Context: an optimization exercise on an open-source flow, tuned for small area, a short achievable clock period and few clock cycles per item. The choices shown serve that exercise and are no tape-out recipe. The RTL was checked by simulation tests, not by an equivalence proof against the original design.

## flow/design.v (module list and top-level ports; edited modules follow where they fit)
// module dmr_fec: 1940 lines
module dmr_fec (
    input  wire         clk,
    input  wire         rst,         
    input  wire         start,
    input  wire [1:0]   op,
    input  wire [195:0] din,
    output wire         ready,
    output reg          done,
    output reg  [195:0] dout,
    output reg          corr,
    output reg          fail,
    output reg  [7:0]   ncorr
);
  // ...
==> flow/flow/run.sh <==
#!/bin/bash
# Standard ORFS layout at the design's clock and constraints, with:
#  - repair_timing asked to leave a setup margin (shorter critical paths),
#  - plain buf_2 cells as the port buffers.
bash standard.sh SETUP_SLACK_MARGIN=39 \
  BUFFER_PORTS_ARGS="-buffer_cell sky130_fd_sc_hd__buf_2" \
  finish > standard.log 2>&1
==> flow/standard.sh <==
#!/bin/bash
# synth_recipe.tcl (not shown) runs the flow's synth.tcl, then flattens the netlist and writes it again
# the make line also repeats each setting of config.mk as NAME=value (left out here)
make -C /OpenROAD-flow-scripts/flow DESIGN_CONFIG=/design/flow/config.mk WORK_HOME=/design/flow/orfs CLKGATE_MAP_FILE= SYNTH_SCRIPT=/design/flow/synth_recipe.tcl "${@:-finish}"
==> flow/config.mk <==
export PLATFORM = sky130hd
export DESIGN_NAME = dmr_fec
export DESIGN_NICKNAME = dmr_fec
export VERILOG_FILES = /design/flow/design.v
export SDC_FILE = /design/flow/constraint.sdc
export NUM_CORES = 8
export LEC_CHECK = 0
export CAP_MARGIN = 20
export CORE_MARGIN = 2
export CORE_UTILIZATION = 25
export PLACE_DENSITY = 0.45
export SLEW_MARGIN = 20
==> flow/constraint.sdc <==
create_clock -name core_clock -period 50.0 [get_ports {clk}]
set_input_delay 10.0000 -clock core_clock [delete_from_list [all_inputs] [get_ports {clk}]]
set_output_delay 10.0000 -clock core_clock [all_outputs]
set_load 0.01 [all_outputs]
==> run summary, run 1 <==
- Outcome: complete, no violations
- CTS Buf Count: 84
- Drt first pass iters: 6
- Die area: 217800 um^2
- CLK BUF: 111
- CTS tree: built
- Reg area: 14960 um^2
- Final number of setup-violating endpoints: 0
- CTS root buf: clkbuf_16
- Top post-synthesis cells by count: 590 x xnor2_1, 416 x dfxtp_1, 357 x ha_1
- Setup WS pre-CTS: 34.68 ns
- Count of multi-input gates: 3974
- Met1 wire length: 157.9 mm
- Unrepaired setup endpoints after global routing: true
- Post-route ant nets: 0
- DR top layer: met5
- Relative slew slack: 9.455%
- Clock buf/inv share: 3.981%
- Met3 Wirelength: 43.21 mm
- # nets final: 6692
- Hold Path End: npass[0]$_SDFF_PN1_
- Core area: 212500 um^2
- Setup ws final: 38.51 ns
- Largest net degree at the start of global routing: 137
- N_diodes: 13
- Top class by area: multi-input combinational cells
- Effective utilization at floorplan: 25.18%
- Met1 Use GR: 45.56%
- Largest delay share family, worst path: flip-flops
- Gr busiest metal: met2
- Hold Crit Class: flop to flop
- Reg2reg end: dout[70]$_DFF_P_
- Worst-path cell chain: buf_12 > buf_6
- Largest family of logic cells by synthesized area: XOR/XNOR gates
- Plain + repair buffers: 1055
- Area contributors post-synth: dfxtp_1 16%, edfxtp_1 11%, xnor2_1 9.7%, ha_1 8.3%, xnor3_1 7.1%
- DRC: 0
- Number of flops mapped to enable cells by yosys: 198
- GR Util met2: 48.53%
- Mapped Area: 53520 um^2
- GRT overflow: 0
Testbench counts, summed over its fixed seeds: cycles 5,628, items 4,800.
==> run 2, diff against run 1 <==
==> flow/flow/run.sh (replaced) <==
#!/bin/bash
# Standard ORFS layout at the design's clock and constraints, with:
#  - repair_timing asked to leave a setup margin (shorter critical paths),
#  - plain buf_2 cells as the port buffers.
bash standard.sh SETUP_SLACK_MARGIN=38 \
  BUFFER_PORTS_ARGS="-buffer_cell sky130_fd_sc_hd__buf_2" \
  finish > standard.log 2>&1
--- a/flow/config.mk
+++ b/flow/config.mk
@@ -5,7 +5,7 @@
 export SDC_FILE = /design/flow/constraint.sdc
 export NUM_CORES = 8
 export LEC_CHECK = 0
-export CAP_MARGIN = 20
+export CAP_MARGIN = 30
 export CORE_MARGIN = 2
 export CORE_UTILIZATION = 25
 export PLACE_DENSITY = 0.45
==> run 2 against run 1 <==
- first-iteration DRC count is 3.5% lower
- largest cell class unchanged
- synthesized cell count stayed put
- still clean
- critical path type unchanged
- global-route usage decreased by 0.40 points
==> run summary, run 2 <==
- Commonest non-fill, non-tap cell in the layout: xnor2_1
- Initial antenna violation count: 81
- GRT Total Usage: 34.04%
- Sinks on Clock Net: 614
- CTS tree: built
- Buf/Inv on CP: 1
- Final Hold Fails: 0
- Vias in the first global route: 44460
- Post-detail-place hpwl: 323.0 mm
- Rows: 169
- Arrival time worst endpoint: 2.03 ns
- Sequential area share after synthesis: 26.67%
- Worst hold margin: 0.4138 ns
- Xor/xnor share of the synthesized area: 25.32%
- Setup WS pre-CTS: 35.46 ns (+0.7798 ns)
- Top post-synthesis cells by count: 590 x xnor2_1, 416 x dfxtp_1, 357 x ha_1
- Largest registers: dout (196), rin (196), w0 (195)
- Max incr delay on CP: 0.99 ns
- Slowest CP cell: dfxtp_1
- WL/cell: 44.43 um
- Clk latency of the worst-skew pair: 0.76 ns
- DIE WIDTH: 466.7 um
- Unrepaired setup endpoints after global routing: true
- Worst Path Required: 40.00 ns
- Simple-gate share of the synthesized area: 12.43%
- Cells after Synth: 5061
- Outcome: complete, no violations
- Actual slew at the worst max-slew pin: 1.135 ns
- Drt first pass iters: 6 (unchanged)
- Most numerous cell in the Yosys netlist: xnor2_1
- Leading area contributor after synthesis: dfxtp_1
- Period Utilization, post-route: 24.05%
- H-tree levels: 3
- Post-synthesis register bit count: 614
- Vias per cell: 5.547
- Largest family of logic cells by synthesized area: XOR/XNOR gates
- Post-route ant nets: 0 (unchanged)
- Hold Crit Class: flop to flop
- Complex-gate fraction of the synthesized area: 8.206%
- Main synth FF type: dfxtp_1
- Largest delay share family, worst path: flip-flops
- Crit path max fanout: 4
- Effective utilization at floorplan: 25.18% (unchanged)
- Final number of setup-violating endpoints: 0 (unchanged)
- Worst Setup End Kind: primary output
- Commonest non-fill, non-tap cells in the layout: 530 x xnor2_1, 415 x buf_2, 399 x dfxtp_1
- Placed cell count: 8346
- Die area: 217800 um^2 (unchanged)
- CTS root buf: clkbuf_16
- Setup ws final: 37.97 ns (-0.5386 ns)
- CP Launch Type: flop
- CTS Buf Count: 86 (+2.4%)
- Async set-reset flop share out of synthesis: 0%
- Io pins: 409
- Final Max Tran Viols: 0
- Relative slew slack: 23.78% (+14 points)
- Synth top area share: 15.56%
- DR iter-0 viols: 6596
- Worst-path cell chain: buf_2
- Clock Skews: 0.03964 ns
- Mapped Area: 53520 um^2 (unchanged)
- Max-cap violations: 0
- # nets final: 6407 (-4.3%)
- Yosys cell types: 115
- CP Class: flop to primary output
- Clock Path Buffers: 3
- IO buf count: 408
- Synth Net Count: 5740
- DRC: 0 (unchanged)
- Number of flops mapped to enable cells by yosys: 198 (unchanged)
- Area contributors post-synth: dfxtp_1 16%, edfxtp_1 11%, xnor2_1 9.7%, ha_1 8.3%, xnor3_1 7.1%
- Fraction of the mapped netlist area in adder cells: 12.91%
- Area growth from synthesis to layout: 24.49%
- Non-filler cells, final: 8642
- Mux cell area share after synthesis: 10.37%
- Clock-pin slew on the worst setup and hold paths: 0.06 ns
- Core area: 212500 um^2 (unchanged)
- Syn Area/Cell: 10.57 um^2
- Period minus WS final: 12.03 ns
- First-pass GRT wire length: 477.4 mm
- GRT overflow: 0 (unchanged)
- Largest net degree at the start of global routing: 101 (-26%)
- Fmax: 0.08315 GHz
- Die height: 466.7 um
- Fraction of layout cells with a size suffix above 1: 26.16%
- Final setup TNS: 0 ns
- Yosys warnings: 1
- Via total after detailed routing: 47930
- Final WL: 383.9 mm
- RD Place Congestion: 1.054
## run 2: cell types whose count changed in the layout (fill, tap and decap cells not counted), sizes merged, moves of 3 or more
cell / before / now
diode: 13 / 23
clkinv: 35 / 31
bufbuf: 11 / 4
bufinv: 9 / 12
clkbuf: 119 / 111
buf: 1036 / 761
inv: 277 / 283
## run 2: layout make-up
class,instances,area (um^2)
flip-flops and latches,614,14300
diodes,23,57.56
inverters,283,1106
repair buffers,770,5269
fillers,22070,145900
multi-input cells,3973,39370
well taps,2821,3530
clock inverters,52,661.9
clock buffers,106,2328
## run 2: kinds of logic after synthesis
family / after synthesis
flip-flops: 614
adder cells (fa/ha/maj): 480
AND/OR/NAND/NOR: 1240
AO/OA/AOI/OAI: 609
XOR/XNOR: 1178
buffers and inverters: 474
multiplexers: 466
## run 2: metrics by stage
| step | util (%) | cell area [um^2] |
|---|---|---|
| finish | 31.35 | 66620 |
| global route | 31.33 | 66570 |
| CTS | 30.51 | 64840 |
| detailed placement | 28.46 | 60480 |
| global placement | 28.29 | 60120 |
| floorplan | - | 53520 |
## run 2: path summary, 6_finish.rpt
kind                                            end                start  slack (ns)  cells past startpoint
worst max register to register      dout[3]$_DFF_P_         iter$_DFF_P_       38.00                     32
worst max-delay path                       dout[96]     dout[96]$_DFF_P_       37.97                      1
worst min register to register  npass[0]$_SDFF_PN1_  npass[0]$_SDFF_PN1_        0.41                      1
worst min-delay path            npass[0]$_SDFF_PN1_  npass[0]$_SDFF_PN1_        0.41                      1
## run 2: layer usage
metal	part of all wire, %	vias to the layer above	track usage (%)
li1	-	19270	-
met1	41	24820	45.38
met2	42	3113	49.48
met3	10	713	8.635
met4	7.2	20	19.84
met5	0.038	-	0
## run 2: what timing repair did
| action | CTS | global route |
|---|---|---|
| endpoints found under the setup margin | 208 | 160 |
| hold buffers | 0 | 0 |
| buffers inserted | 30 | 69 |
| pin swaps | 25 | 44 |
| gates resized for setup | 182 | 177 |
| gates cloned | 4 | 4 |
==> run 3, diff against run 2 <==
==> flow/flow/run.sh (replaced) <==
#!/bin/bash
# Standard ORFS layout at the design's clock and constraints, with:
#  - repair_timing asked to leave a setup margin (shorter critical paths),
#  - plain buf_2 cells as the port buffers.
bash standard.sh SETUP_SLACK_MARGIN=38.5 \
  BUFFER_PORTS_ARGS="-buffer_cell sky130_fd_sc_hd__buf_2" \
  finish > standard.log 2>&1
==> run 3 against run 2 <==
- via count grew 1.2%
- still clean on timing, DRC and antenna
- critical path depth is the same
- final cell count grew 0.36%
- setup slack gained 0.51 ns
- critical endpoint is now dout[157]
- die area is the same
- routed wire length grew 1.0%
- core utilization grew 0.47 points
- hold slack lost 0.00070 ns
- clock-buffer cell count grew 7
==> run summary, run 3 <==
- CTS tree: built
- CTS Hold Bufs: 0 (unchanged)
- Yosys warnings: 1 (unchanged)
- Initial antenna violation count: 80 (-1.2%)
- Leading area contributor after synthesis: dfxtp_1
- Final number of setup-violating endpoints: 0 (unchanged)
- Non-filler cells, final: 8673 (+0.36%)
- Worst-path cell chain: buf_2
- Die area: 217800 um^2 (unchanged)
- First-pass GRT wire length: 480.5 mm (+0.65%)
- Clock Path Buffers: 3 (unchanged)
- Max-cap violations: 0 (unchanged)
- Commonest non-fill, non-tap cell in the layout: xnor2_1
- CTS root buf: clkbuf_16
- Setup WS pre-CTS: 35.32 ns (-0.1433 ns)
- GRT Total Usage: 34.24% (+0.20 points)
- Number of flops mapped to enable cells by yosys: 198 (unchanged)
- RD Place Congestion: 1.072 (+1.8%)
- WL/cell: 44.71 um (+0.64%)
- Worst Setup End Kind: primary output
- Final Hold Fails: 0 (unchanged)
- Clk latency of the worst-skew pair: 0.78 ns (+0.02 ns)
- Hold Crit Class: flop to flop
- Vias per cell: 5.594 (+0.85%)
- Worst hold margin: 0.4131 ns (-0.0006970 ns)
- Sequential area share after synthesis: 26.67% (unchanged)
- Mapped Area: 53520 um^2 (unchanged)
- DR iter-0 viols: 7024 (+6.5%)
- GR Util met2: 49.62% (+0.14 points)
- Cells after Synth: 5061 (unchanged)
- Unrepaired setup endpoints after global routing: true
- Vias in the first global route: 44970 (+1.2%)
- Setup ws final: 38.48 ns (+0.5089 ns)
- Placed cell count: 8340 (-0.072%)
- Worst Path Required: 40.00 ns (about the same)
- Yosys cell types: 115 (unchanged)
- Commonest non-fill, non-tap cells in the layout: 526 x xnor2_1, 409 x buf_2, 355 x ha_1
- Io pins: 409 (unchanged)
- H-tree levels: 3 (unchanged)
- Synth top area share: 15.56% (unchanged)
- Post-synthesis register bit count: 614 (unchanged)
- Slowest CP cell: dfxtp_1
- Drt first pass iters: 6 (unchanged)
- Final setup TNS: 0 ns (unchanged)
- Largest net degree at the start of global routing: 120 (+19%)
- Max incr delay on CP: 0.53 ns (-0.46 ns)
- Met3 Use GR: 9.597% (+0.96 points)
- CP Launch Type: flop
- Die height: 466.7 um (unchanged)
- Arrival time worst endpoint: 1.52 ns (-0.51 ns)
- Period Utilization, post-route: 23.04% (-1.0 points)
- Buf/Inv on CP: 1 (unchanged)
- CTS Buf Count: 87 (+1.2%)
- Core area: 212500 um^2 (unchanged)
- Placed cell area: 60480 um^2 (unchanged)
- Via total after detailed routing: 48510 (+1.2%)
- Largest delay share family, worst path: flip-flops
- Met1 Use GR: 44.96% (-0.42 points)
- Main synth FF type: dfxtp_1
- Post-detail-place hpwl: 323.0 mm (about the same)
- Crit path max fanout: 3 (-1)
- Async set-reset flop share out of synthesis: 0% (unchanged)
- Final WL: 387.8 mm (+1.0%)
- GRT overflow: 0 (unchanged)
- Clock Skews: 0.05293 ns (+0.01329 ns)
- # nets final: 6440 (+0.52%)
- DRC: 0 (unchanged)
- Post-route ant nets: 0 (unchanged)
- Most numerous cell in the Yosys netlist: xnor2_1
- Final Max Tran Viols: 0 (unchanged)
- Syn Area/Cell: 10.57 um^2 (unchanged)
- Largest registers: dout (196), rin (196), w0 (195)
- DIE WIDTH: 466.7 um (unchanged)
- Effective utilization at floorplan: 25.18% (unchanged)
- Gr busiest metal: met2
- CP Class: flop to primary output
- Sinks on Clock Net: 614 (unchanged)
- Outcome: complete, no violations
- Top post-synthesis cells by count: 590 x xnor2_1, 416 x dfxtp_1, 357 x ha_1
- Area contributors post-synth: dfxtp_1 16%, edfxtp_1 11%, xnor2_1 9.7%, ha_1 8.3%, xnor3_1 7.1%
- Rows: 169 (unchanged)
- Final instance area: 67630 um^2 (+1.5%)
- Relative slew slack: 19.50% (-4.3 points)
- Area growth from synthesis to layout: 26.37%
- Fmax: 0.08682 GHz (+4.4%)
- IO buf count: 408 (unchanged)
- Post-layout util: 31.82% (+0.47 points)
- Fraction of layout cells with a size suffix above 1: 29.45% (+3.3 points)
- Actual slew at the worst max-slew pin: 1.184 ns (+0.04886 ns)
- Synth Net Count: 5740 (unchanged)
- Period minus WS final: 11.52 ns (-0.5089 ns)
- Clock-pin slew on the worst setup and hold paths: 0.06 ns (about the same)
## run 3: cell types whose count changed in the layout (fill, tap and decap cells not counted), moves of 8 or more
cell,before,now
dfxtp_1,399,306
dfxtp_2,15,72
dfxtp_4,2,38
buf_4,312,333
buf_6,11,22
nor2_4,8,18
xnor3_1,153,144
nor3_1,73,65
xnor3_2,16,24
## run 3: kinds of logic (layout without fill, tap and decap cells)
family | after synthesis | in the layout | share of synthesized area (%)
flip-flops | 614 | 614 | 26.67
XOR/XNOR | 1178 | 1178 | 25.32
other | 0 | 19 | 0
AO/OA/AOI/OAI | 609 | 609 | 8.206
AND/OR/NAND/NOR | 1240 | 1240 | 12.43
buffers and inverters | 474 | 1246 | 4.084
adder cells (fa/ha/maj) | 480 | 480 | 12.91
multiplexers | 466 | 466 | 10.37
## run 3: worst paths after layout
path	to	slack [ns]	depth (start not counted)	from
worst max-delay path	dout[157]	38.48	1	dout[157]$_DFF_P_
worst min-delay path	npass[0]$_SDFF_PN1_	0.41	1	npass[0]$_SDFF_PN1_
worst max register to register	corr$_DFF_P_	38.65	36	iter$_DFF_P_
worst min register to register	npass[0]$_SDFF_PN1_	0.41	1	npass[0]$_SDFF_PN1_
## run 3: per-layer routing
| metal | up-vias | part of all wire, % | wire length (um) |
|---|---|---|---|
| li1 | 19300 | - | - |
| met1 | 25090 | 41 | 157300 |
| met5 | - | 0.040 | 156 |
| met2 | 3340 | 41 | 159700 |
| met3 | 764 | 11 | 41720 |
| met4 | 22 | 7.4 | 28890 |
## run 3: cell type report
| cell class | count | area, um^2 |
|---|---|---|
| Antenna cell | 19 | 47.55 |
| Clock buffer | 113 | 2385 |
| Clock inverter | 48 | 576.8 |
| Fill cell | 21960 | 144900 |
| Inverter | 283 | 1100 |
| Multi-Input combinational cell | 3973 | 39820 |
| Sequential cell | 614 | 14510 |
| Tap cell | 2821 | 3530 |
| Timing Repair Buffer | 802 | 5665 |
## run 3: timing repair
action / in CTS / in global routing
cloned: 5 / 4
pin swaps: 35 / 53
gates resized for setup: 413 / 196
setup endpoints to repair: 332 / 111
setup buffers: 61 / 79
==> run 4, diff against run 3 <==
--- a/flow/config.mk
+++ b/flow/config.mk
@@ -7,6 +7,6 @@
 export LEC_CHECK = 0
 export CAP_MARGIN = 30
 export CORE_MARGIN = 2
-export CORE_UTILIZATION = 25
-export PLACE_DENSITY = 0.45
+export CORE_UTILIZATION = 35
+export PLACE_DENSITY = 0.55
 export SLEW_MARGIN = 20
==> run 4 against run 3 <==
- still clean
- hold slack better by 0.0025 ns
- register-to-register slack worse by 0.07 ns
- setup slack worse by 0.035 ns
- routed wire length down 7.0%
- non-clock buffer count down 4
- sequential cell count unchanged
- via count down 0.85%
- fmax down 0.30%
- critical path depth unchanged
- critical endpoint is now dout[26]
- largest cell class unchanged
==> run summary, run 4 <==
- CTS Hold Bufs: 0 (unchanged)
- Max-cap violations: 0 (unchanged)
- Cells after Synth: 5061 (unchanged)
- Syn Area/Cell: 10.57 um^2 (unchanged)
- Final number of setup-violating endpoints: 0 (unchanged)
- Period Utilization, post-route: 23.11% (+0.069 points)
- Effective utilization at floorplan: 35.23% (+10 points)
- Reg2reg path depth: 27 (-25%)
- Mux cell area share after synthesis: 10.37% (unchanged)
- Final Max Tran Viols: 0 (unchanged)
- Fraction of the mapped netlist area in adder cells: 12.91% (unchanged)
- Xor/xnor share of the synthesized area: 25.32% (unchanged)
- GRT Total Usage: 44.72% (+10 points)
- FF-to-FF Start: dout[151]$_DFF_P_
- Clk latency of the worst-skew pair: 0.76 ns (-0.02 ns)
- Multi-input logic area: 39380 um^2 (-1.1%)
- Drt first pass iters: 6 (unchanged)
- Synth top area share: 15.56% (unchanged)
- Commonest non-fill, non-tap cell in the layout: xnor2_1
- First-pass GRT wire length: 454.2 mm (-5.5%)
- Crit path max fanout: 2 (-1)
- CTS root buf: clkbuf_16
- Commonest non-fill, non-tap cells in the layout: 541 x xnor2_1, 414 x buf_2, 353 x ha_1
- Largest net degree at the start of global routing: 134 (+12%)
- Yosys warnings: 1 (unchanged)
- Via total after detailed routing: 48100 (-0.85%)
- Buf/Inv on CP: 1 (unchanged)
- Reg2reg end: dout[79]$_DFF_P_
- Clock-pin slew on the worst setup and hold paths: 0.06 ns (about the same)
- Outcome: complete, no violations
- Leading area contributor after synthesis: dfxtp_1
- GRT overflow: 0 (unchanged)
- Io pins: 409 (unchanged)
- Slowest CP cell: dfxtp_1
- Worst Min Path Start: npass[0]$_SDFF_PN1_
- CTS Buf Count: 81 (-6.9%)
- # nets final: 6432 (-0.12%)
- Die height: 395.0 um (-15%)
- Most numerous cell in the Yosys netlist: xnor2_1
- Hold Path End: npass[0]$_SDFF_PN1_
- IO buf count: 408 (unchanged)
- Die area: 156000 um^2 (-28%)
- Largest delay share family, worst path: flip-flops
- Vias in the first global route: 45360 (+0.87%)
- DR iter-0 viols: 7158 (+1.9%)
- Worst-path cell chain: buf_2
- Sequential area share after synthesis: 26.67% (unchanged)
- Top post-synthesis cells by count: 590 x xnor2_1, 416 x dfxtp_1, 357 x ha_1
- Actual slew at the worst max-slew pin: 1.240 ns (+0.05634 ns)
- CP Launch Type: flop
- Complex-gate fraction of the synthesized area: 8.206% (unchanged)
- Number of flops mapped to enable cells by yosys: 198 (unchanged)
- Post-route ant nets: 0 (unchanged)
- CTS tree: built
- WL/cell: 45.78 um (+2.4%)
- Period minus WS final: 11.55 ns (+0.03460 ns)
- Reg area: 14410 um^2 (-0.66%)
- Reg2reg setup slack: 38.58 ns (-0.07 ns)
- Unrepaired setup endpoints after global routing: true
- Post-synthesis register bit count: 614 (unchanged)
- Sinks on Clock Net: 614 (unchanged)
- CP Class: flop to primary output
- Fraction of layout cells with a size suffix above 1: 27.88% (-1.6 points)
- Largest family of logic cells by synthesized area: XOR/XNOR gates
- Hold Crit Class: flop to flop
- Mapped Area: 53520 um^2 (unchanged)
- H-tree levels: 3 (unchanged)
- Worst Setup End Kind: primary output
- Final Hold Fails: 0 (unchanged)
- Relative slew slack: 16.72% (-2.8 points)
- Worst hold margin: 0.4156 ns (+0.002543 ns)
- Vias per cell: 6.109 (+9.2%)
- Worst hold stages: 1 (unchanged)
- Main synth FF type: dfxtp_1
- Simple-gate share of the synthesized area: 12.43% (unchanged)
- Initial antenna violation count: 65 (-19%)
- Clock Path Buffers: 3 (unchanged)
- Clock Skews: 0.07082 ns (+0.01789 ns)
- Max incr delay on CP: 0.60 ns (+0.07 ns)
- Fmax: 0.08656 GHz (-0.30%)
- Rows: 143 (-15%)
- Final WL: 360.5 mm (-7.0%)
- Async set-reset flop share out of synthesis: 0% (unchanged)
- Worst Path Required: 40.00 ns (about the same)
- DRC: 0 (unchanged)
- Post-detail-place hpwl: 300.2 mm (-7.1%)
- Synth Net Count: 5740 (unchanged)
- Area contributors post-synth: dfxtp_1 16%, edfxtp_1 11%, xnor2_1 9.7%, ha_1 8.3%, xnor3_1 7.1%
- Yosys cell types: 115 (unchanged)
- Post-layout util: 43.35% (+12 points)
- Area growth from synthesis to layout: 23.05%
- RD Place Congestion: 1.127 (+5.1%)
- Core area: 151900 um^2 (-29%)
- Arrival time worst endpoint: 1.55 ns (+0.03 ns)
- Largest registers: dout (196), rin (196), w0 (195)
- DIE WIDTH: 395.0 um (-15%)
- Final setup TNS: 0 ns (unchanged)
- Number of fillers in the final layout: 14820 (-32%)
-- run 4: cell counts after synthesis --
Identical to the previous run, type by type.
-- run 4: metrics by stage --
| step | cells | setup slack [ns] | instance area, um^2 |
|---|---|---|---|
| floorplan | 5061 | 38.36 | 53540 |
| global placement | 7518 | 35.44 | 59010 |
| detailed placement | 7545 | 35.33 | 59240 |
| CTS | 7765 | 38.42 | 64220 |
| global route | 7852 | 38.47 | 65790 |
| finish | 7874 | 38.45 | 65850 |
-- run 4: cells by family (layout without fill, tap and decap cells) --
| kind of cell | count (synthesis) | count (layout) |
|---|---|---|
| mux | 466 | 466 |
| fa+ha+maj | 480 | 480 |
| xor+xnor | 1178 | 1178 |
| simple gates | 1240 | 1241 |
| buf+inv | 474 | 1233 |
| other cells | 0 | 23 |
| compound gates | 609 | 609 |
| flops | 614 | 614 |
-- run 4: layer usage --
metal  track usage, %  share of wire [%]
met5           0.4002              0.074
met4            35.91                9.8
met3            14.53                 12
met2            64.55                 41
met1            54.43                 37
-- run 4: worst max path at each step --
stage / from / endpoint / slack [ns] / cells after the start
global route: dout[171]$_DFF_P_ / dout[171] / 38.47 / 1
floorplan: rdy$_DFF_P_ / ready / 38.36 / 0
detailed placement: iter$_DFF_P_ / dout[59]$_DFF_P_ / 35.33 / 38
finish: dout[26]$_DFF_P_ / dout[26] / 38.45 / 1
global placement: iter$_DFF_P_ / dout[59]$_DFF_P_ / 35.44 / 38
CTS: iter$_DFF_P_ / dout[59]$_DFF_P_ / 38.42 / 43
-- run 4: repair_timing --
item,4_1_cts,5_1_grt
gates resized for setup,321,153
setup buffers,64,75
setup endpoints to repair,307,111
gates cloned,5,2
pin swaps,40,45
-- run 4: final cells by class --
type                    instances  share of cell area (%)
well taps                    2030                   3.857
clock buffers                 105                   3.386
clock inverters                46                   1.098
flip-flops and latches        614                   21.88
repair buffers                798                   8.186
repair inverters                1                 0.02470
inverters                     283                   1.676
multi-input cells            3974                   59.80
diodes                         23                 0.08740
==> run 5, diff against run 4 <==
==> flow/flow/run.sh (replaced) <==
#!/bin/bash
# Standard ORFS layout at the design's clock and constraints, with:
#  - repair_timing asked to leave a setup margin (shorter critical paths),
#  - plain buf_2 cells as the port buffers,
#  - no dummy loads in the clock tree.
bash standard.sh SETUP_SLACK_MARGIN=38.5 \
  BUFFER_PORTS_ARGS="-buffer_cell sky130_fd_sc_hd__buf_2" \
  CTS_ARGS="-sink_clustering_enable -repair_clock_nets -dont_use_dummy_load -sink_clustering_size 20 -sink_clustering_max_diameter 80" \
  finish > standard.log 2>&1
--- a/flow/config.mk
+++ b/flow/config.mk
@@ -8,5 +8,7 @@
 export CAP_MARGIN = 30
 export CORE_MARGIN = 2
 export CORE_UTILIZATION = 35
+export CTS_CLUSTER_DIAMETER = 80
+export CTS_CLUSTER_SIZE = 20
 export PLACE_DENSITY = 0.55
 export SLEW_MARGIN = 20
==> run 5 against run 4 <==
- routed wire length decreased by 0.42%
- design area down 3.1%
- highest routed layer unchanged
- sequential share of layout area up 0.58 points
- register-to-register slack got worse by 0.27 ns
- setup slack got worse by 0.14 ns
==> run summary, run 5 <==
- Placed cell area: 59240 um^2 (unchanged)
- Clock Path Buffers: 3 (unchanged)
- Crit path from: iter$_DFF_P_
- Syn Area/Cell: 10.57 um^2 (unchanged)
- DR top layer: met5
- WL/cell: 46.36 um (+1.3%)
- H-tree levels: 3 (unchanged)
- Fmax: 0.08554 GHz (-1.2%)
- Final number of setup-violating endpoints: 0 (unchanged)
- Commonest non-fill, non-tap cell in the layout: xnor2_1
- Reg2reg path depth: 38 (+41%)
- Number of fillers in the final layout: 14960 (+0.88%)
- CTS tree: built
- Final setup TNS: 0 ns (unchanged)
- Via total after detailed routing: 47850 (-0.53%)
- Hold Crit Class: flop to flop
- Setup WS pre-CTS: 35.33 ns (unchanged)
- Synth top area share: 15.56% (unchanged)
- Rows: 143 (unchanged)
- Clock Skews: 0.08595 ns (+0.01513 ns)
- Vias per cell: 6.180 (+1.2%)
- First-pass GRT wire length: 452.5 mm (-0.37%)
- Main synth FF type: dfxtp_1
- Leading area contributor after synthesis: dfxtp_1
- Die height: 395.0 um (unchanged)
- DR iter-0 viols: 6950 (-2.9%)
- IO buf count: 408 (unchanged)
- Final Max Tran Viols: 0 (unchanged)
- CP Class: flop to flop
- FF-to-FF Start: iter$_DFF_P_
- Largest delay share family, worst path: adder cells
- GRT overflow: 0 (unchanged)
- Fraction of layout cells with a size suffix above 1: 25.43% (-2.5 points)
- Reg2reg setup slack: 38.31 ns (-0.27 ns)
- Post-synthesis register bit count: 614 (unchanged)
- Vias in the first global route: 45180 (-0.40%)
- Die area: 156000 um^2 (unchanged)
- Setup ws final: 38.31 ns (-0.1379 ns)
- Clock-pin slew on the worst setup and hold paths: 0.07 ns (about the same)
- Met3 Wirelength: 40.95 mm (-1.8%)
- Sinks on Clock Net: 614 (unchanged)
- Largest registers: dout (196), rin (196), w0 (195)
- Area contributors post-synth: dfxtp_1 16%, edfxtp_1 11%, xnor2_1 9.7%, ha_1 8.3%, xnor3_1 7.1%
- Synth Net Count: 5740 (unchanged)
- Worst Min Path Start: npass[0]$_SDFF_PN1_
- Worst Setup End Kind: flop
- Max-cap violations: 0 (unchanged)
- Final instance area: 63840 um^2 (-3.1%)
- Commonest non-fill, non-tap cells in the layout: 550 x xnor2_1, 414 x buf_2, 370 x dfxtp_1
- RD Place Congestion: 1.127 (unchanged)
- Async set-reset flop share out of synthesis: 0% (unchanged)
- # nets final: 6375 (-0.89%)
- Crit path top cell by count: fa_1
- Largest net degree at the start of global routing: 134 (unchanged)
- GRT Total Usage: 44.59% (-0.13 points)
- DIE WIDTH: 395.0 um (unchanged)
- Io pins: 409 (unchanged)
- Reg2reg end: corr$_DFF_P_
- CP Launch Type: flop
- Top post-synthesis cells by count: 590 x xnor2_1, 416 x dfxtp_1, 357 x ha_1
- Post-route ant nets: 0 (unchanged)
- Final Hold Fails: 0 (unchanged)
- Drt first pass iters: 6 (unchanged)
- Non-filler cells, final: 7743 (-1.7%)
- Worst hold margin: 0.4189 ns (+0.003294 ns)
- Area growth from synthesis to layout: 19.29%
- Hold Path End: npass[0]$_SDFF_PN1_
- Unrepaired setup endpoints after global routing: true
- Period minus WS final: 11.69 ns (+0.1379 ns)
- Outcome: complete, no violations
- Final WL: 359.0 mm (-0.42%)
- Yosys cell types: 115 (unchanged)
- Mapped Area: 53520 um^2 (unchanged)
- Core area: 151900 um^2 (unchanged)
- Sequential area share after synthesis: 26.67% (unchanged)
- Worst Path Required: 50.52 ns (+10.52 ns)
- Number of flops mapped to enable cells by yosys: 198 (unchanged)
- Clk latency of the worst-skew pair: 0.72 ns (-0.04 ns)
- Worst hold stages: 1 (unchanged)
- Effective utilization at floorplan: 35.23% (unchanged)
- Arrival time worst endpoint: 12.22 ns (+10.67 ns)
- Actual slew at the worst max-slew pin: 1.260 ns (+0.01962 ns)
- Post-detail-place hpwl: 300.2 mm (unchanged)
- Met1 wire length: 134.0 mm (-0.34%)
- Yosys warnings: 1 (unchanged)
- CTS Hold Bufs: 0 (unchanged)
- Max incr delay on CP: 0.84 ns (+0.24 ns)
- DRC: 0 (unchanged)
- Placed cell count: 7545 (unchanged)
- Buf/Inv on CP: 8 (+7)
- Initial antenna violation count: 73 (+12%)
- Crit path max fanout: 31 (+29)
- CTS root buf: clkbuf_16
- CTS Buf Count: 67 (-17%)
- Metal2 WL: 149.1 mm (+0.12%)
- Relative slew slack: 15.69% (-1.0 points)
- Most numerous cell in the Yosys netlist: xnor2_1
- Period Utilization, post-route: 23.38% (+0.28 points)
- Cells after Synth: 5061 (unchanged)
- Slowest CP cell: nor3_2
## run 5: cell counts after synthesis
No cell type changed its count.
## run 5: cells by family after synthesis
family | after synthesis | share of synthesized area [%]
adder cells (fa/ha/maj) | 480 | 12.91
flip-flops | 614 | 26.67
AND/OR/NAND/NOR | 1240 | 12.43
AO/OA/AOI/OAI | 609 | 8.206
buffers and inverters | 474 | 4.084
multiplexers | 466 | 10.37
XOR/XNOR | 1178 | 25.32
## run 5: worst max-delay path by stage
stage	end	slack [ns]	depth (start not counted)
6_report	corr$_DFF_P_	38.31	38
5_1_grt	dout[57]$_DFF_P_	38.38	40
4_1_cts	dout[15]$_DFF_P_	38.50	42
3_5_place_dp	dout[59]$_DFF_P_	35.33	38
3_3_place_gp	dout[59]$_DFF_P_	35.44	38
2_1_floorplan	ready	38.36	0
## run 5: per-stage QoR
| stage | util (%) |
|---|---|
| after floorplan | - |
| after global placement | 38.85 |
| after detailed placement | 39.00 |
| after CTS | 41.38 |
| after global routing | 41.99 |
| final | 42.03 |
## run 5: layer usage
metal  vias to the layer above  track usage (%)
li1                      19080                -
met1                     24340            53.92
met2                      3402            64.46
met3                       990            15.33
met4                        42            35.18
met5                         -                0
## run 5: final cells by class
| class | count | area, um^2 | share of cell area, % |
|---|---|---|---|
| antenna | 19 | 47.55 | 0.07448 |
| clock buffer | 67 | 1677 | 2.626 |
| inverter | 283 | 1095 | 1.715 |
| multi-input combinational | 3974 | 39090 | 61.22 |
| sequential | 614 | 14340 | 22.46 |
| tap | 2030 | 2540 | 3.979 |
| timing repair buffer | 755 | 5045 | 7.902 |
| timing repair inverter | 1 | 8.758 | 0.01372 |
## run 5: timing repair
item	4_1_cts	5_1_grt
gates resized for setup	282	100
gates cloned	5	0
setup buffers	62	37
pin swaps	38	29
setup endpoints to repair	279	100
## run 5: worst register-to-register path, delay by kind of cell, from the launching register on
family | cells | cell delay (ns)
fa+ha+maj | 10 | 4.06
simple gates | 9 | 2.87
xor+xnor | 8 | 2.56
buf+inv | 8 | 0.96
flops | 1 | 0.40
mux | 1 | 0.35
compound gates | 2 | 0.33
==> run 6, diff against run 5 <==
==> flow/flow/run.sh (replaced) <==
#!/bin/bash
# Standard ORFS layout at the design's clock and constraints, with:
#  - repair_timing asked to leave a setup margin (shorter critical paths),
#  - plain buf_2 cells as the port buffers,
#  - no dummy loads in the clock tree.
bash standard.sh SETUP_SLACK_MARGIN=38.3 \
  BUFFER_PORTS_ARGS="-buffer_cell sky130_fd_sc_hd__buf_2" \
  CTS_ARGS="-sink_clustering_enable -repair_clock_nets -dont_use_dummy_load" \
  finish > standard.log 2>&1
--- a/flow/config.mk
+++ b/flow/config.mk
@@ -8,7 +8,5 @@
 export CAP_MARGIN = 30
 export CORE_MARGIN = 2
 export CORE_UTILIZATION = 35
-export CTS_CLUSTER_DIAMETER = 80
-export CTS_CLUSTER_SIZE = 20
 export PLACE_DENSITY = 0.55
 export SLEW_MARGIN = 20
==> run 6 against run 5 <==
- still clean
- clock skew rose by 0.0055 ns
- core utilization increased by 0.73 points
- final cell count up 0.67%
- synthesized cell count is the same
- clock-buffer cell count rose by 16
- routed wire length increased by 2.2%
- area after synthesis did not move
- non-clock buffer count increased by 26
- largest cell class unchanged
==> run summary, run 6 <==
- Gr busiest metal: met2
- Most numerous cell in the Yosys netlist: xnor2_1
- Max incr delay on CP: 0.76 ns (-0.08 ns)
- Period minus WS final: 11.73 ns (+0.04250 ns)
- First-pass GRT wire length: 458.6 mm (+1.3%)
- Met1 Use GR: 56.32% (+2.4 points)
- Top post-synthesis cells by count: 590 x xnor2_1, 416 x dfxtp_1, 357 x ha_1
- Core area: 151900 um^2 (unchanged)
- IO buf count: 408 (unchanged)
- Clock-pin slew on the worst setup and hold paths: 0.06 ns (about the same)
- Post-detail-place hpwl: 307.2 mm (+2.4%)
- Worst Path Required: 40.00 ns (-10.52 ns)
- Die height: 395.0 um (unchanged)
- Unrepaired setup endpoints after global routing: true
- WL/cell: 47.08 um (+1.5%)
- Initial antenna violation count: 65 (-11%)
- CTS Buf Count: 83 (+24%)
- CTS tree: built
- GRT overflow: 0 (unchanged)
- CP Launch Type: flop
- Worst-path cell chain: buf_2
- Synth Net Count: 5740 (unchanged)
- Syn Area/Cell: 10.57 um^2 (unchanged)
- Final number of setup-violating endpoints: 0 (unchanged)
- DR iter-0 viols: 6742 (-3.0%)
- Final setup TNS: 0 ns (unchanged)
- Outcome: complete, no violations
- Clk latency of the worst-skew pair: 0.71 ns (about the same)
- Largest net degree at the start of global routing: 78 (-42%)
- Clock Skews: 0.09148 ns (+0.005531 ns)
- Effective utilization at floorplan: 35.23% (unchanged)
- Drt first pass iters: 6 (unchanged)
- Async set-reset flop share out of synthesis: 0% (unchanged)
- # nets final: 6416 (+0.64%)
- CTS root buf: clkbuf_16
- Final WL: 367.0 mm (+2.2%)
- Final Max Tran Viols: 0 (unchanged)
- Fraction of layout cells with a size suffix above 1: 26.09% (+0.66 points)
- Commonest non-fill, non-tap cells in the layout: 527 x xnor2_1, 418 x buf_2, 394 x dfxtp_1
- Area contributors post-synth: dfxtp_1 16%, edfxtp_1 11%, xnor2_1 9.7%, ha_1 8.3%, xnor3_1 7.1%
- Non-filler cells, final: 7795 (+0.67%)
- Final Hold Fails: 0 (unchanged)
- Fmax: 0.08523 GHz (-0.36%)
- Placed cell count: 7557 (+0.16%)
- Vias per cell: 6.197 (+0.28%)
- Io pins: 409 (unchanged)
- Vias in the first global route: 44780 (-0.89%)
- Setup WS pre-CTS: 35.67 ns (+0.3393 ns)
- Relative slew slack: 17.82% (+2.1 points)
- DIE WIDTH: 395.0 um (unchanged)
- Crit path max fanout: 3 (-90%)
- Number of flops mapped to enable cells by yosys: 198 (unchanged)
- Synth top area share: 15.56% (unchanged)
- Die area: 156000 um^2 (unchanged)
- Leading area contributor after synthesis: dfxtp_1
- Met3 Use GR: 13.70% (-1.6 points)
- Rows: 143 (unchanged)
- DRC: 0 (unchanged)
- Slowest CP cell: dfxtp_1
- Largest delay share family, worst path: flip-flops
- Actual slew at the worst max-slew pin: 1.224 ns (-0.03611 ns)
- Sinks on Clock Net: 614 (unchanged)
- Mapped Area: 53520 um^2 (unchanged)
- Worst Setup End Kind: primary output
- Setup ws final: 38.27 ns (-0.04250 ns)
- Clock Path Buffers: 3 (unchanged)
- Sequential area share after synthesis: 26.67% (unchanged)
- Yosys warnings: 1 (unchanged)
- GRT Total Usage: 45.32% (+0.73 points)
- CP Class: flop to primary output
- Largest registers: dout (196), rin (196), w0 (195)
- H-tree levels: 3 (unchanged)
- RD Place Congestion: 1.142 (+1.4%)
- Hold Crit Class: flop to flop
- Post-synthesis register bit count: 614 (unchanged)
- Period Utilization, post-route: 23.47% (+0.085 points)
- Cells after Synth: 5061 (unchanged)
- Worst hold margin: 0.4081 ns (-0.01081 ns)
- Area growth from synthesis to layout: 21.37%
- Buf/Inv on CP: 1 (-7)
- Main synth FF type: dfxtp_1
- Arrival time worst endpoint: 1.73 ns (-10.49 ns)
- Post-route ant nets: 0 (unchanged)
- Max-cap violations: 0 (unchanged)
- GR Util met2: 65.43% (+0.97 points)
- Yosys cell types: 115 (unchanged)
- Via total after detailed routing: 48300 (+0.95%)
- Commonest non-fill, non-tap cell in the layout: xnor2_1
==> run 6: cell count changes in the layout (fill, tap and decap cells not counted), sizes merged <==
cell / change
buf: +20
bufbuf: -2
clkbuf: +24
clkinvlp: +2
diode: +11
inv: -3
==> run 6: metal layers <==
metal	up-vias	wire [um]
met1	24820	141100
met3	944	39490
met2	3346	152100
met5	-	93
li1	19180	-
met4	14	34220
==> run 6: worst paths after layout <==
| kind | endpoint | slack (ns) | from | cells after the start |
|---|---|---|---|---|
| worst max-delay path | dout[25] | 38.27 | dout[25]$_DFF_P_ | 1 |
| worst min-delay path | npass[0]$_SDFF_PN1_ | 0.41 | npass[0]$_SDFF_PN1_ | 1 |
| worst max register to register | corr$_DFF_P_ | 38.35 | iter$_DFF_P_ | 36 |
| worst min register to register | npass[0]$_SDFF_PN1_ | 0.41 | npass[0]$_SDFF_PN1_ | 1 |
==> run 6: cells by family (layout without fill, tap and decap cells) <==
| kind of cell | count (synthesis) | after routing | synth area share, % |
|---|---|---|---|
| AO/OA/AOI/OAI | 609 | 609 | 8.206 |
| XOR/XNOR | 1178 | 1178 | 25.32 |
| adder cells (fa/ha/maj) | 480 | 480 | 12.91 |
| buffers and inverters | 474 | 1147 | 4.084 |
| flip-flops | 614 | 614 | 26.67 |
| multiplexers | 466 | 466 | 10.37 |
| other | 0 | 30 | 0 |
| AND/OR/NAND/NOR | 1240 | 1241 | 12.43 |
==> run 6: layout make-up <==
cell class              count  area (um^2)
diodes                     30        75.07
clock buffers              83         2077
fillers                 14790        86950
inverters                 283         1114
multi-input cells        3974        39510
flip-flops and latches    614        14310
well taps                2030         2540
repair buffers            781         5323
==> run 6: per-stage QoR <==
step | utilization (%) | cell area, um^2
finish | 42.76 | 64950
global route | 42.72 | 64890
CTS | 41.61 | 63210
detailed placement | 39.05 | 59320
global placement | 38.86 | 59030
floorplan | - | 53520
==> run 6: repair_timing <==
| action | CTS | global route |
|---|---|---|
| hold endpoints to repair | 0 | 0 |
| cloned | 3 | 4 |
| hold buffers | 0 | 0 |
| buffers inserted | 44 | 60 |
| gates resized for setup | 254 | 171 |
| pin swaps | 35 | 47 |
| setup endpoints to repair | 221 | 103 |
==> run 7, diff against run 6 <==
==> flow/flow/run.sh (replaced) <==
#!/bin/bash
# Standard ORFS layout at the design's clock and constraints, with:
#  - repair_timing asked to leave a setup margin (shorter critical paths),
#  - plain buf_2 cells as the port buffers,
#  - no dummy loads in the clock tree.
bash standard.sh SETUP_SLACK_MARGIN=38.5 \
  BUFFER_PORTS_ARGS="-buffer_cell sky130_fd_sc_hd__buf_2" \
  CTS_ARGS="-sink_clustering_enable -repair_clock_nets -dont_use_dummy_load" \
  finish > standard.log 2>&1
--- a/flow/config.mk
+++ b/flow/config.mk
@@ -5,6 +5,7 @@
 export SDC_FILE = /design/flow/constraint.sdc
 export NUM_CORES = 8
 export LEC_CHECK = 0
+export ABC_CLOCK_PERIOD_IN_PS = 11000
 export CAP_MARGIN = 30
 export CORE_MARGIN = 2
 export CORE_UTILIZATION = 35
==> run 7 against run 6 <==
- design area decreased by 0.57%
- synthesized cell count unchanged
- clock-buffer cell count decreased by 2
- largest cell class unchanged
==> run summary, run 7 <==
- Outcome: complete, no violations
- Unrepaired setup endpoints after global routing: true
- IO buf count: 408 (unchanged)
- Fmax: 0.08661 GHz (+1.6%)
- Synth Net Count: 5740 (unchanged)
- First-pass GRT wire length: 455.2 mm (-0.73%)
- Yosys warnings: 1 (unchanged)
- Most numerous cell in the Yosys netlist: xnor2_1
- # nets final: 6429 (+0.20%)
- Sequential area share after synthesis: 26.67% (unchanged)
- DRC: 0 (unchanged)
- Area contributors post-synth: dfxtp_1 16%, edfxtp_1 11%, xnor2_1 9.7%, ha_1 8.3%, xnor3_1 7.1%
- Reg2reg end: corr$_DFF_P_
- Vias per cell: 6.181 (-0.26%)
- Setup ws final: 38.45 ns (+0.1870 ns)
- Multi-input logic area: 39160 um^2 (-0.88%)
- CP Launch Type: flop
- Syn Area/Cell: 10.57 um^2 (unchanged)
- Reg2reg setup slack: 38.47 ns (+0.12 ns)
- Worst hold stages: 1 (unchanged)
- RD Place Congestion: 1.127 (-1.3%)
- Worst Path Required: 40.00 ns (about the same)
- Worst Setup End Kind: primary output
- Cells after Synth: 5061 (unchanged)
- CTS Buf Count: 81 (-2.4%)
- Final Max Tran Viols: 0 (unchanged)
- Worst-path cell chain: buf_2
- Largest delay share family, worst path: flip-flops
- Max-cap violations: 0 (unchanged)
- Top post-synthesis cells by count: 590 x xnor2_1, 416 x dfxtp_1, 357 x ha_1
- Final WL: 360.8 mm (-1.7%)
- Final setup TNS: 0 ns (unchanged)
- Period Utilization, post-route: 23.09% (-0.37 points)
- Number of flops mapped to enable cells by yosys: 198 (unchanged)
- Final number of setup-violating endpoints: 0 (unchanged)
- Commonest non-fill, non-tap cells in the layout: 543 x xnor2_1, 414 x buf_2, 361 x dfxtp_1
- Clock Skews: 0.09830 ns (+0.006821 ns)
- Buf/Inv on CP: 1 (unchanged)
- Sinks on Clock Net: 614 (unchanged)
- Reg area: 14360 um^2 (+0.29%)
- Mapped Area: 53520 um^2 (unchanged)
- Core area: 151900 um^2 (unchanged)
- Rows: 143 (unchanged)
- Via total after detailed routing: 48200 (-0.22%)
- Largest registers: dout (196), rin (196), w0 (195)
- Post-route ant nets: 0 (unchanged)
- Yosys cell types: 115 (unchanged)
- Slowest CP cell: dfxtp_1
- DIE WIDTH: 395.0 um (unchanged)
- GRT Total Usage: 44.87% (-0.45 points)
- Drt first pass iters: 8 (+2)
- Main synth FF type: dfxtp_1
- Max incr delay on CP: 0.63 ns (-0.13 ns)
- Relative slew slack: 18.65% (+0.83 points)
- Post-synthesis register bit count: 614 (unchanged)
- Die area: 156000 um^2 (unchanged)
- Vias in the first global route: 45350 (+1.3%)
- Synth top area share: 15.56% (unchanged)
- Arrival time worst endpoint: 1.55 ns (-0.18 ns)
- Effective utilization at floorplan: 35.23% (unchanged)
- Worst Min Path Start: npass[0]$_SDFF_PN1_
- Post-detail-place hpwl: 300.2 mm (-2.3%)
- Leading area contributor after synthesis: dfxtp_1
- Clock-pin slew on the worst setup and hold paths: 0.06 ns (about the same)
- Commonest non-fill, non-tap cell in the layout: xnor2_1
- Initial antenna violation count: 61 (-6.2%)
- DR iter-0 viols: 7053 (+4.6%)
- Crit path max fanout: 3 (unchanged)
- Largest net degree at the start of global routing: 134 (+72%)
- WP depth: 1 (unchanged)
- FF-to-FF Start: iter$_DFF_P_
- H-tree levels: 3 (unchanged)
- Setup WS pre-CTS: 35.33 ns (-0.3393 ns)
- Clk latency of the worst-skew pair: 0.74 ns (+0.03 ns)
- CTS tree: built
- CTS root buf: clkbuf_16
- Final Hold Fails: 0 (unchanged)
- Post-layout util: 42.52% (-0.24 points)
- Area growth from synthesis to layout: 20.69%
- Io pins: 409 (unchanged)
- Hold Path End: npass[0]$_SDFF_PN1_
- GRT overflow: 0 (unchanged)
- Fraction of layout cells with a size suffix above 1: 26.60% (+0.52 points)
- CP Class: flop to primary output
- WL/cell: 46.27 um (-1.7%)
- Number of fillers in the final layout: 14920 (+0.90%)
- Hold Crit Class: flop to flop
- Die height: 395.0 um (unchanged)
- Reg2reg path depth: 35 (-2.8%)
- Period minus WS final: 11.55 ns (-0.1870 ns)
- Actual slew at the worst max-slew pin: 1.186 ns (-0.03755 ns)
- Clock Path Buffers: 3 (unchanged)
- Async set-reset flop share out of synthesis: 0% (unchanged)
## run 7: cell counts after synthesis
No cell type changed its count.
## run 7: area by class of cell
class | instances | share of cell area [%]
well taps | 2030 | 3.933
diodes | 20 | 0.07749
multi-input cells | 3974 | 60.64
flip-flops and latches | 614 | 22.23
repair buffers | 795 | 8.255
repair inverters | 1 | 0.02518
clock buffers | 81 | 3.138
inverters | 283 | 1.709
## run 7: cell families (layout without fill, tap and decap cells)
logic type,after synthesis,in the layout,share of synthesized area (%)
flip-flops,614,614,26.67
AND/OR/NAND/NOR,1240,1241,12.43
XOR/XNOR,1178,1178,25.32
other,0,20,0
buffers and inverters,474,1160,4.084
adder cells (fa/ha/maj),480,480,12.91
AO/OA/AOI/OAI,609,609,8.206
multiplexers,466,466,10.37
## run 7: how the worst max path moves through the flow
stage                       end             start  slack, ns
2_1_floorplan             ready       rdy$_DFF_P_      38.36
3_3_place_gp   dout[59]$_DFF_P_      iter$_DFF_P_      35.44
3_5_place_dp   dout[59]$_DFF_P_      iter$_DFF_P_      35.33
4_1_cts                dout[34]  dout[34]$_DFF_P_      38.46
5_1_grt            corr$_DFF_P_      iter$_DFF_P_      38.42
6_report               dout[34]  dout[34]$_DFF_P_      38.45
## run 7: stage by stage
stage                     hold WS [ns]  cells  cell area [um^2]
after floorplan                 0.3837   5061             53540
after global placement          0.3930   7518             59010
after detailed placement        0.4029   7545             59240
after CTS                       0.4176   7704             63370
after global routing            0.4333   7779             64540
final                           0.4144   7798             64590
## run 7: repair_timing
item	in CTS	in global routing
setup endpoints to repair	286	112
pin swaps	39	46
hold buffers	0	0
resized for setup	298	112
gates cloned	6	0
setup buffers	72	63
## run 7: metal layers
| metal | wire length [um] | GRT usage (%) |
|---|---|---|
| met1 | 134500 | 54.79 |
| met2 | 149200 | 64.51 |
| met3 | 41620 | 14.48 |
| met4 | 35260 | 36.35 |
| met5 | 241 | 0 |
==> run 8, diff against run 7 <==
==> flow/flow/run.sh (replaced) <==
#!/bin/bash
# Standard ORFS layout at the design's clock and constraints, with:
#  - repair_timing asked to leave a setup margin (shorter critical paths),
#  - plain buf_1 cells as the port buffers,
#  - no dummy loads in the clock tree.
bash standard.sh SETUP_SLACK_MARGIN=38.5 \
  BUFFER_PORTS_ARGS="-buffer_cell sky130_fd_sc_hd__buf_1" \
  CTS_ARGS="-sink_clustering_enable -repair_clock_nets -dont_use_dummy_load" \
  finish > standard.log 2>&1
--- a/flow/config.mk
+++ b/flow/config.mk
@@ -5,7 +5,6 @@
 export SDC_FILE = /design/flow/constraint.sdc
 export NUM_CORES = 8
 export LEC_CHECK = 0
-export ABC_CLOCK_PERIOD_IN_PS = 11000
 export CAP_MARGIN = 30
 export CORE_MARGIN = 2
 export CORE_UTILIZATION = 35
==> run 8 against run 7 <==
- still clean on timing, DRC and antenna
- fmax up 0.37%
- non-clock buffer count up 14
- first-iteration DRC count down 3.7%
- routed wire length about the same
- sequential share of layout area down 0.13 points
- global-route usage down 0.30 points
- critical path type unchanged
- highest routed layer unchanged
==> run summary, run 8 <==
- Mapped Area: 53520 um^2 (unchanged)
- Sinks on Clock Net: 614 (unchanged)
- Arrival time worst endpoint: 1.50 ns (-0.05 ns)
- Post-detail-place hpwl: 301.1 mm (+0.31%)
- Vias in the first global route: 45070 (-0.62%)
- Core area: 151900 um^2 (unchanged)
- Via total after detailed routing: 48250 (+0.12%)
- Largest net degree at the start of global routing: 154 (+15%)
- Hold Path End: npass[0]$_SDFF_PN1_
- Actual slew at the worst max-slew pin: 1.234 ns (+0.04784 ns)
- Leading area contributor after synthesis: dfxtp_1
- Max incr delay on CP: 0.60 ns (-0.03 ns)
- Syn Area/Cell: 10.57 um^2 (unchanged)
- Unrepaired setup endpoints after global routing: true
- Clock Path Buffers: 3 (unchanged)
- Post-route ant nets: 0 (unchanged)
- Drt first pass iters: 6 (-2)
- Largest registers: dout (196), rin (196), w0 (195)
- Yosys warnings: 1 (unchanged)
- Number of flops mapped to enable cells by yosys: 198 (unchanged)
- Crit path max fanout: 4 (+1)
- Area growth from synthesis to layout: 21.32%
- CP Launch Type: flop
- Setup WS pre-CTS: 36.06 ns (+0.7309 ns)
- Placed cell area: 58680 um^2 (-0.95%)
- Buf/Inv on CP: 1 (unchanged)
- Yosys cell types: 115 (unchanged)
- Reg2reg setup slack: 38.59 ns (+0.12 ns)
- Reg2reg end: dout[79]$_DFF_P_
- Outcome: complete, no violations
- Final number of setup-violating endpoints: 0 (unchanged)
- Io pins: 409 (unchanged)
- Clock-pin slew on the worst setup and hold paths: 0.06 ns (about the same)
- Synth top area share: 15.56% (unchanged)
- Synth Net Count: 5740 (unchanged)
- Final WL: 360.9 mm (about the same)
- Worst Path Required: 40.00 ns (about the same)
- Effective utilization at floorplan: 35.23% (unchanged)
- Setup ws final: 38.50 ns (+0.04210 ns)
- Sequential area share after synthesis: 26.67% (unchanged)
- Number of fillers in the final layout: 14940 (+0.12%)
- IO buf count: 408 (unchanged)
- Clock Skews: 0.07001 ns (-0.02829 ns)
- Fraction of layout cells with a size suffix above 1: 20.59% (-6.0 points)
- Async set-reset flop share out of synthesis: 0% (unchanged)
- Period Utilization, post-route: 23.01% (-0.084 points)
- RD Place Congestion: 1.105 (-1.9%)
- CTS tree: built
- Fmax: 0.08693 GHz (+0.37%)
- Vias per cell: 6.182 (about the same)
- FF-to-FF Start: dout[151]$_DFF_P_
- Worst hold margin: 0.4123 ns (-0.002087 ns)
- Main synth FF type: dfxtp_1
- Relative slew slack: 17.36% (-1.3 points)
- Rows: 143 (unchanged)
- Worst-path cell chain: buf_1
- GRT Total Usage: 44.58% (-0.30 points)
- First-pass GRT wire length: 452.4 mm (-0.63%)
- Worst Min Path Start: npass[0]$_SDFF_PN1_
- Hold Crit Class: flop to flop
- Final instance area: 64930 um^2 (+0.53%)
- Clk latency of the worst-skew pair: 0.72 ns (-0.02 ns)
- Reg area: 14350 um^2 (about the same)
- # nets final: 6446 (+0.26%)
- Post-synthesis register bit count: 614 (unchanged)
- WL/cell: 46.24 um (about the same)
- H-tree levels: 3 (unchanged)
- GRT overflow: 0 (unchanged)
- DRC: 0 (unchanged)
- Multi-input logic area: 39640 um^2 (+1.2%)
- Worst hold stages: 1 (unchanged)
- Die height: 395.0 um (unchanged)
- Initial antenna violation count: 54 (-11%)
- Commonest non-fill, non-tap cell in the layout: xnor2_1
- CP Class: flop to primary output
- Most numerous cell in the Yosys netlist: xnor2_1
- DR iter-0 viols: 6793 (-3.7%)
- Final Max Tran Viols: 0 (unchanged)
- Largest delay share family, worst path: flip-flops
- DIE WIDTH: 395.0 um (unchanged)
- Final setup TNS: 0 ns (unchanged)
- CTS Buf Count: 83 (+2.5%)
- Commonest non-fill, non-tap cells in the layout: 529 x xnor2_1, 406 x buf_1, 364 x dfxtp_1
- Die area: 156000 um^2 (unchanged)
- Period minus WS final: 11.50 ns (-0.04210 ns)
- Reg2reg path depth: 29 (-17%)
- Slowest CP cell: dfxtp_1
- Final Hold Fails: 0 (unchanged)
- CTS root buf: clkbuf_16
- Top post-synthesis cells by count: 590 x xnor2_1, 416 x dfxtp_1, 357 x ha_1
- Max-cap violations: 0 (unchanged)
- Cells after Synth: 5061 (unchanged)
- Area contributors post-synth: dfxtp_1 16%, edfxtp_1 11%, xnor2_1 9.7%, ha_1 8.3%, xnor3_1 7.1%
- Worst Setup End Kind: primary output
-- run 8: cell counts after synthesis --
Identical to the previous run, type by type.
-- run 8: logic make-up after synthesis --
family	after synthesis	share of synthesized area, %
DFF	614	26.67
buffers and inverters	474	4.084
and+or+nand+nor	1240	12.43
muxes	466	10.37
adders and majority gates	480	12.91
xor gates and xnor gates	1178	25.32
AOI/OAI and AO/OA	609	8.206
-- run 8: timing repair --
action,CTS,global route
pin swaps,29,73
setup endpoints to repair,252,176
setup buffers,44,116
gates resized for setup,274,212
gates cloned,6,5
hold buffers,0,0
-- run 8: worst max path at each step --
stage | startpoint | endpoint | slack [ns] | cells past startpoint
after global placement | iter$_DFF_P_ | dout[57]$_DFF_P_ | 36.01 | 38
after global routing | iter$_DFF_P_ | corr$_DFF_P_ | 38.43 | 40
after CTS | dout[94]$_DFF_P_ | dout[94] | 38.46 | 1
final | dout[40]$_DFF_P_ | dout[40] | 38.50 | 1
after detailed placement | iter$_DFF_P_ | dout[59]$_DFF_P_ | 36.06 | 38
after floorplan | rdy$_DFF_P_ | ready | 38.36 | 0
-- run 8: area by class of cell --
| type | instances | share of cell area [%] |
|---|---|---|
| Timing Repair Buffer | 809 | 7.963 |
| Sequential cell | 614 | 22.10 |
| Antenna cell | 10 | 0.03854 |
| Clock buffer | 83 | 3.199 |
| Inverter | 283 | 1.709 |
| Multi-Input combinational cell | 3975 | 61.06 |
| Tap cell | 2030 | 3.912 |
| Timing Repair inverter | 1 | 0.01734 |
-- run 8: worst reg2reg max path, delay by kind of cell, from the launching register on --
kind	cells	cell delay, ns
xor+xnor	11	3.57
flops	1	0.46
fa+ha+maj	1	0.35
buf+inv	5	1.59
compound gates	3	1.60
mux	2	0.50
simple gates	7	3.01
-- run 8: metal layers --
layer / up-vias / global-route usage [%] / wire [um]
li1: 19230 / - / -
met1: 24500 / 55.41 / 136300
met2: 3503 / 63.81 / 147900
met3: 1007 / 13.30 / 41040
met4: 16 / 35.96 / 35540
met5: - / 0 / 108
-- run 8: per-stage QoR --
stage,cells,util (%)
2_1_floorplan,5061,-
3_3_place_gp,7506,38.45
3_5_place_dp,7533,38.63
4_1_cts,7666,41.19
5_1_grt,7795,42.72
6_report,7805,42.74

[static timing again, ports no longer ideal]
The results above use ideal ports. As a check the final layouts listed here were re-extracted and re-timed, cells and wires unchanged.
Step 1 (the two cells are an assumption about what drives the block):
set clk [get_ports {clk}]
set_driving_cell -lib_cell sky130_fd_sc_hd__clkbuf_16 $clk
set_driving_cell -lib_cell sky130_fd_sc_hd__buf_2 [delete_from_list [all_inputs] $clk]
Step 2 adds t to the input delays and takes it off the output delays; t is the mean of the earliest and latest rising clock arrival at the registers after step 1. Input paths then give back, and output paths get back, about the clock's delay inside the block.
a / b / c = ideal / step 1 / step 2; a / b = the first two.
| run | shift t [ns] | slack for setup (ns) | worst register clock-pin slew, ns | cell pins on the clock port's net |
|---|---|---|---|---|
| run 1 | 0.853 | 38.512 / 38.423 / 38.196 | 0.07 / 0.07 | 1 |
| run 2 | 0.845 | 37.973 / 37.869 / 37.635 | 0.07 / 0.07 | 1 |
| run 3 | 0.861 | 38.482 / 38.376 / 37.868 | 0.07 / 0.07 | 1 |
| run 4 | 0.820 | 38.447 / 38.348 / 37.834 | 0.08 / 0.08 | 1 |
| run 5 | 0.782 | 38.309 / 38.309 / 37.874 | 0.09 / 0.09 | 1 |
| run 6 | 0.764 | 38.267 / 38.171 / 37.806 | 0.07 / 0.07 | 1 |
| run 7 | 0.784 | 38.454 / 38.357 / 37.904 | 0.07 / 0.07 | 1 |
| run 8 | 0.779 | 38.496 / 38.406 / 37.792 | 0.07 / 0.07 | 1 |
After both steps setup and hold are still met in every run listed. For run 8, which loses most, drivers alone change the setup slack by -0.090 ns; drivers and shift together by -0.704 ns.
